Context: an optimization exercise on an open-source flow, tuned for small area, a short achievable clock period and few clock cycles. The choices shown serve that exercise and are no tape-out recipe.
Function was checked by simulation only, so behaviour that the tests miss may differ from the original.
No activity file was given, so power comes from the tool's default toggle rates. The clock port is modelled as an ideal driver; clocking choices that lean on that would not hold on a real chip.

## run 1
// ledgrid_sync
module ledgrid_sync (
    input  wire        clk,
    input  wire        rst,
    input  wire        sel_n,
    input  wire        rx_valid,
    input  wire [7:0]  rx_data,
    output wire        render_req,
    output wire [7:0]  render_bright,
    input  wire [4:0]  pix_addr,
    output wire [23:0] pix_data,
    input  wire        render_done,
    input  wire [31:0] render_dur,
    output wire        busy,
    output reg         status,
    output reg         debug,
    output reg  [31:0] txn_count,
    output reg  [31:0] frame_count,
    output reg  [31:0] malformed_count,
    output reg  [31:0] zpay_count,
    output reg  [31:0] last_render_dur
);
    localparam MAX_STRIPS = 4;
    localparam MAX_LEDS   = 6;
    localparam NSLOTS     = MAX_STRIPS * MAX_LEDS;
    localparam RX_MAX     = 80;
    localparam [7:0] OP_SET_PIXEL  = 8'h01;
    localparam [7:0] OP_SET_BRIGHT = 8'h02;
    localparam [7:0] OP_RENDER     = 8'h03;
    localparam [7:0] OP_CLEAR      = 8'h04;
    localparam [7:0] OP_SET_RANGE  = 8'h05;
    localparam [7:0] OP_SET_ALL    = 8'h06;
    localparam [7:0] OP_RECONFIG   = 8'h07;
    localparam [7:0] OP_KEEPALIVE  = 8'hFF;
    reg        sel_q;
    reg        armed;         
    reg  [6:0] nb;            
    reg        rend;          
    assign busy       = rend;
    assign render_req = rend;
    wire sel_assert   = sel_q && !sel_n;
    wire sel_deassert = !sel_q && sel_n;
    wire take         = armed && !sel_n && rx_valid && (nb != RX_MAX);
    wire publish      = sel_deassert && armed && (nb != 7'd0);
    wire b0 = (nb == 7'd0);
    wire b1 = (nb == 7'd1);
    wire b2 = (nb == 7'd2);
    wire b3 = (nb == 7'd3);
    wire b4 = (nb == 7'd4);
    reg [2:0]  cfg_strips;    
    reg [2:0]  cfg_len;       
    reg [7:0]  bright;
    reg [23:0] fb  [0:NSLOTS-1];    
    reg [23:0] stg [0:NSLOTS-1];    
    reg [NSLOTS-1:0] blank;         
    reg [NSLOTS-1:0] pend;          
    wire [4:0] total = cfg_strips * cfg_len;
    reg o_pix, o_bri, o_ren, o_clr, o_rng, o_all, o_cfg, o_ka;
    reg        por;           
    reg        ok;            
    reg        oob;           
    reg  [2:0] w_strip;       
    reg  [2:0] w_off;         
    reg  [1:0] w_comp;        
    reg  [4:0] w_left;        
    reg  [2:0] n_strips;      
    reg  [2:0] n_len;
    reg        n_dbg;
  ...
Size: ~3300 cells after synthesis, about 1400 flip-flops, ~250 I/O pins, roughly 0.051 mm2 of cells after synthesis.
export LEC_CHECK = 0
export CAP_MARGIN = 10
export CORE_MARGIN = 2
export CORE_UTILIZATION = 70
export CTS_CLUSTER_DIAMETER = 100
export CTS_CLUSTER_SIZE = 20
export SETUP_SLACK_MARGIN = 5
export SLEW_MARGIN = 10
create_clock -name core_clock -period 12.0 [get_ports {clk}]
run.sh (not shown) runs the stock make flow with config.mk's settings and CLKGATE_MAP_FILE= SYNTH_SCRIPT=/design/flow/synth_recipe.tcl, a recipe that flattens the netlist after the stock synthesis.
Testbench counts of run 1, summed over its fixed seeds: cycles 21,798.
### run 1 -> run 2
- CORE_UTILIZATION changed from 70 to 60
- CAP_MARGIN changed from 10 to 20
- CTS_CLUSTER_DIAMETER removed (was 100)
- SLEW_MARGIN changed from 10 to 20
- CTS_CLUSTER_SIZE removed (was 20)
==> flow/flow/run.sh (new file) <==
#!/bin/bash
# Own layout flow: the standard ORFS flow (standard.sh), with two changes to
# how the layout is made:
#  - the port buffers are plain sky130_fd_sc_hd__buf_1 cells (the resizer still
#    upsizes them where timing needs it) instead of the delay-cell buffers
#    buffer_ports picks by default;
#  - clock tree synthesis clusters up to 25 sinks per leaf buffer and inserts no
#    dummy loads.
# make's full output goes to flow_make.log in the work folder; ORFS keeps each
# step's own log under orfs/logs.
set -euo pipefail
bash standard.sh \
  "BUFFER_PORTS_ARGS=-buffer_cell sky130_fd_sc_hd__buf_1" \
  "CTS_ARGS=-sink_clustering_enable -repair_clock_nets -sink_clustering_size 25 -sink_clustering_max_diameter 100 -dont_use_dummy_load" \
  finish > flow_make.log 2>&1
==> flow/standard.sh (new file) <==
#!/bin/bash
# synth_recipe.tcl (not shown) runs the flow's synth.tcl, then flattens the netlist and writes it again
# the make line also repeats each setting of config.mk as NAME=value (left out here)
make -C /OpenROAD-flow-scripts/flow DESIGN_CONFIG=/design/flow/config.mk WORK_HOME=/design/flow/orfs CLKGATE_MAP_FILE= SYNTH_SCRIPT=/design/flow/synth_recipe.tcl "${@:-finish}"
removed: flow/run.sh
Findings:
Run 2 has completed all stages; timing, DRC and antenna checks passed.
Run 2 vs run 1 — non-clock buffer instance count of the final layout dropped 27.
Run 2 against run 1: reported net switching power now sits lower; simple-gate share of the synthesized area essentially unchanged; filler cell count rose by 72%; total internal power lower; count of clock buffers in the final design lost about 36%.
Wire length of the first global-routing pass of run 2 falls short of that of run 1 by more than 10%.
Run 2 vs. run 1: fmax saw an increase; met2 usage saw a decrease; cell area saw a decrease; power density over the cells saw a decrease.
Relative to run 2, the following input files were edited for run 3:
diff --git a/flow/flow/run.sh b/flow/flow/run.sh
--- a/flow/flow/run.sh
+++ b/flow/flow/run.sh
@@ -14,0 +15 @@
+  "RECOVER_POWER=100" \
==> comparison <==
- Every run in run 2 and run 3 closed cleanly, with the single exception of run 3.
- The flow completed for run 3, but it is not clean: the layout still shows max-capacitance violations, max-slew violations.
- Share of the cycle needed by the critical path after routing delta for run 3 relative to run 2: 13 points higher
- Summary: with run 2 as the reference, static leakage in run 3 moved down by a few percent.
- Looking at highest metal layer with signal wires, the met5 result is from run 3; the met4 one comes from run 2.
- Largest net degree at the start of global routing came out exactly the same in run 2 and run 3.
[inputs] run 4 vs run 3
diff --git a/flow/flow/run.sh b/flow/flow/run.sh
--- a/flow/flow/run.sh
+++ b/flow/flow/run.sh
@@ -7 +7 @@
-#  - clock tree synthesis clusters up to 25 sinks per leaf buffer and inserts no
+#  - clock tree synthesis clusters up to 30 sinks per leaf buffer and inserts no
@@ -14,2 +14,2 @@
-  "CTS_ARGS=-sink_clustering_enable -repair_clock_nets -sink_clustering_size 25 -sink_clustering_max_diameter 100 -dont_use_dummy_load" \
-  "RECOVER_POWER=100" \
+  "CTS_ARGS=-sink_clustering_enable -repair_clock_nets -sink_clustering_size 30 -sink_clustering_max_diameter 100 -dont_use_dummy_load" \
+  "SETUP_SLACK_MARGIN=6.5" \
Notes after the runs:
Run 4 | status: complete | timing, DRC, antenna: pass
When run 4 is set beside run 3, its met2 track utilization from global routing turns out to be 0.96 points larger.
Run 4: maximum operating frequency higher than run 3
Comparing run 4 and run 3, the lower critical path depth was measured on run 3.
Summary of run 4 over run 3: relative max-transition margin went up, sequential share of power rose 1.9 points.
Input-level comparison between run 5 and run 4:
- putting CTS_CLUSTER_SIZE at 20 where nothing was set
- putting CTS_CLUSTER_DIAMETER at 100 where nothing was set
==> flow/run.sh (new file) <==
#!/bin/bash
# synth_recipe.tcl (not shown) runs the flow's synth.tcl, then flattens the netlist and writes it again
# the make line also repeats each setting of config.mk as NAME=value (left out here)
make -C /OpenROAD-flow-scripts/flow DESIGN_CONFIG=/design/flow/config.mk WORK_HOME=/design/flow/orfs CLKGATE_MAP_FILE= SYNTH_SCRIPT=/design/flow/synth_recipe.tcl finish
removed: flow/flow/run.sh
removed: flow/standard.sh
==> run summary <==
- Going from run 4 to run 5, final clock period utilization by the worst path went up 3.1 points, antenna cell count -1.
- Relative to run 4, worst setup slack after placement has gone down in run 5.
- Compared run 5 vs run 4, and wire length of the first global-routing pass is up in run 5.
- In the reports for run 4 and run 5, the larger number of cells upsized or downsized after cts belongs to run 4.
- | clock latency on the worst-skew pair | run 5 vs run 4 | 0.03 ns lower |
- The initial core utilization of run 4 and that of run 5 are within noise of each other.
- Against run 4 as the reference, run 5 delivers a higher total routing usage reported by global routing.
- Lower time the final worst path needs with I/O delays and setup was reported by run 4, not run 5.
- Re final area: run 4 was lower than run 5.
- Looking at met1 demand-to-capacity share in global routing, run 5 sits 0.33 points higher than run 4 does.


ledgrid_sync, a different RTL version from the one above (not shown whole).
For scale: ~3400 cells after synthesis, about 250 I/O pins, about 0.052 mm² of cells after synthesis.
Settings: LEC_CHECK=0, CAP_MARGIN=20, CORE_MARGIN=2, CORE_UTILIZATION=60, SETUP_SLACK_MARGIN=5, SLEW_MARGIN=20, SYNTH_HIERARCHICAL=1, SYNTH_MINIMUM_KEEP_SIZE=0; clock period 12.0 ns.
standard.sh (not shown) runs the stock make flow with config.mk's settings and CLKGATE_MAP_FILE= SYNTH_SCRIPT=/design/flow/synth_recipe.tcl, a recipe that flattens the netlist after the stock synthesis.
==> flow/flow/run.sh <==
#!/bin/bash
# Own layout flow: the standard ORFS flow (standard.sh), with two changes to
# how the layout is made:
#  - the port buffers are plain sky130_fd_sc_hd__buf_1 cells (the resizer still
#    upsizes them where timing needs it) instead of the delay-cell buffers
#    buffer_ports picks by default;
#  - clock tree synthesis clusters up to 25 sinks per leaf buffer and inserts no
#    dummy loads.
# make's full output goes to flow_make.log in the work folder; ORFS keeps each
# step's own log under orfs/logs.
set -euo pipefail
bash standard.sh \
  "BUFFER_PORTS_ARGS=-buffer_cell sky130_fd_sc_hd__buf_1" \
  "CTS_ARGS=-sink_clustering_enable -repair_clock_nets -sink_clustering_size 25 -sink_clustering_max_diameter 100 -dont_use_dummy_load" \
  "SETUP_SLACK_MARGIN=6.2" \
  finish > flow_make.log 2>&1
The starting point produced a clean layout.
Testbench counts at the start, summed over its fixed seeds: cycles 21,798.
Next try:
--- a/flow/flow/run.sh
+++ b/flow/flow/run.sh
@@ -14,3 +14,3 @@
   "CTS_ARGS=-sink_clustering_enable -repair_clock_nets -sink_clustering_size 25 -sink_clustering_max_diameter 100 -dont_use_dummy_load" \
-  "SETUP_SLACK_MARGIN=6.2" \
+  "SETUP_SLACK_MARGIN=5.8" \
   finish > flow_make.log 2>&1
The changed run produced a clean layout.
First-iteration DRC count goes down by 6.6%.
Worst setup slack is about the same.
Cell count is unchanged.

-- what the ideal ports hide --
The results above use ideal ports. As a check the final layouts listed here were re-extracted and re-timed, cells and wires unchanged.
Step 1: set_driving_cell puts a clkbuf_16 on clk and a buf_2 on each other input, an assumption about the parent block.
Step 2 times the ports against the registers' clock, not the clock port: input delays grow and output delays shrink by t, the midpoint of the rising clock arrivals with the driver on.
Three values: no drivers, after step 1, after step 2; two values: the first two.
| run | t, ns | slack for setup (ns) | worst setup path after step 2 | clock arrival spread, ns |
|---|---|---|---|---|
| run 1 | 0.738 | 4.767 / 4.742 / 4.742 | input to output | 0.077 / 0.077 |
| run 2 | 0.686 | 5.004 / 4.974 / 4.974 | input to output | 0.082 / 0.082 |
| run 3 | 0.685 | 3.446 / 3.416 / 3.416 | input to output | 0.079 / 0.079 |
| run 4 | 0.720 | 5.331 / 5.298 / 5.298 | input to output | 0.117 / 0.118 |
| run 5 | 0.728 | 4.957 / 4.923 / 4.923 | input to output | 0.043 / 0.043 |
| the first run of note 2 | 0.701 | 5.490 / 5.351 / 5.351 | input to output | 0.071 / 0.071 |
| the second run of note 2 | 0.701 | 5.490 / 5.366 / 5.366 | input to output | 0.071 / 0.071 |
The setup slack of the first run of note 2, which loses most, moves by -0.139 ns with the drivers and by -0.139 ns with both steps.
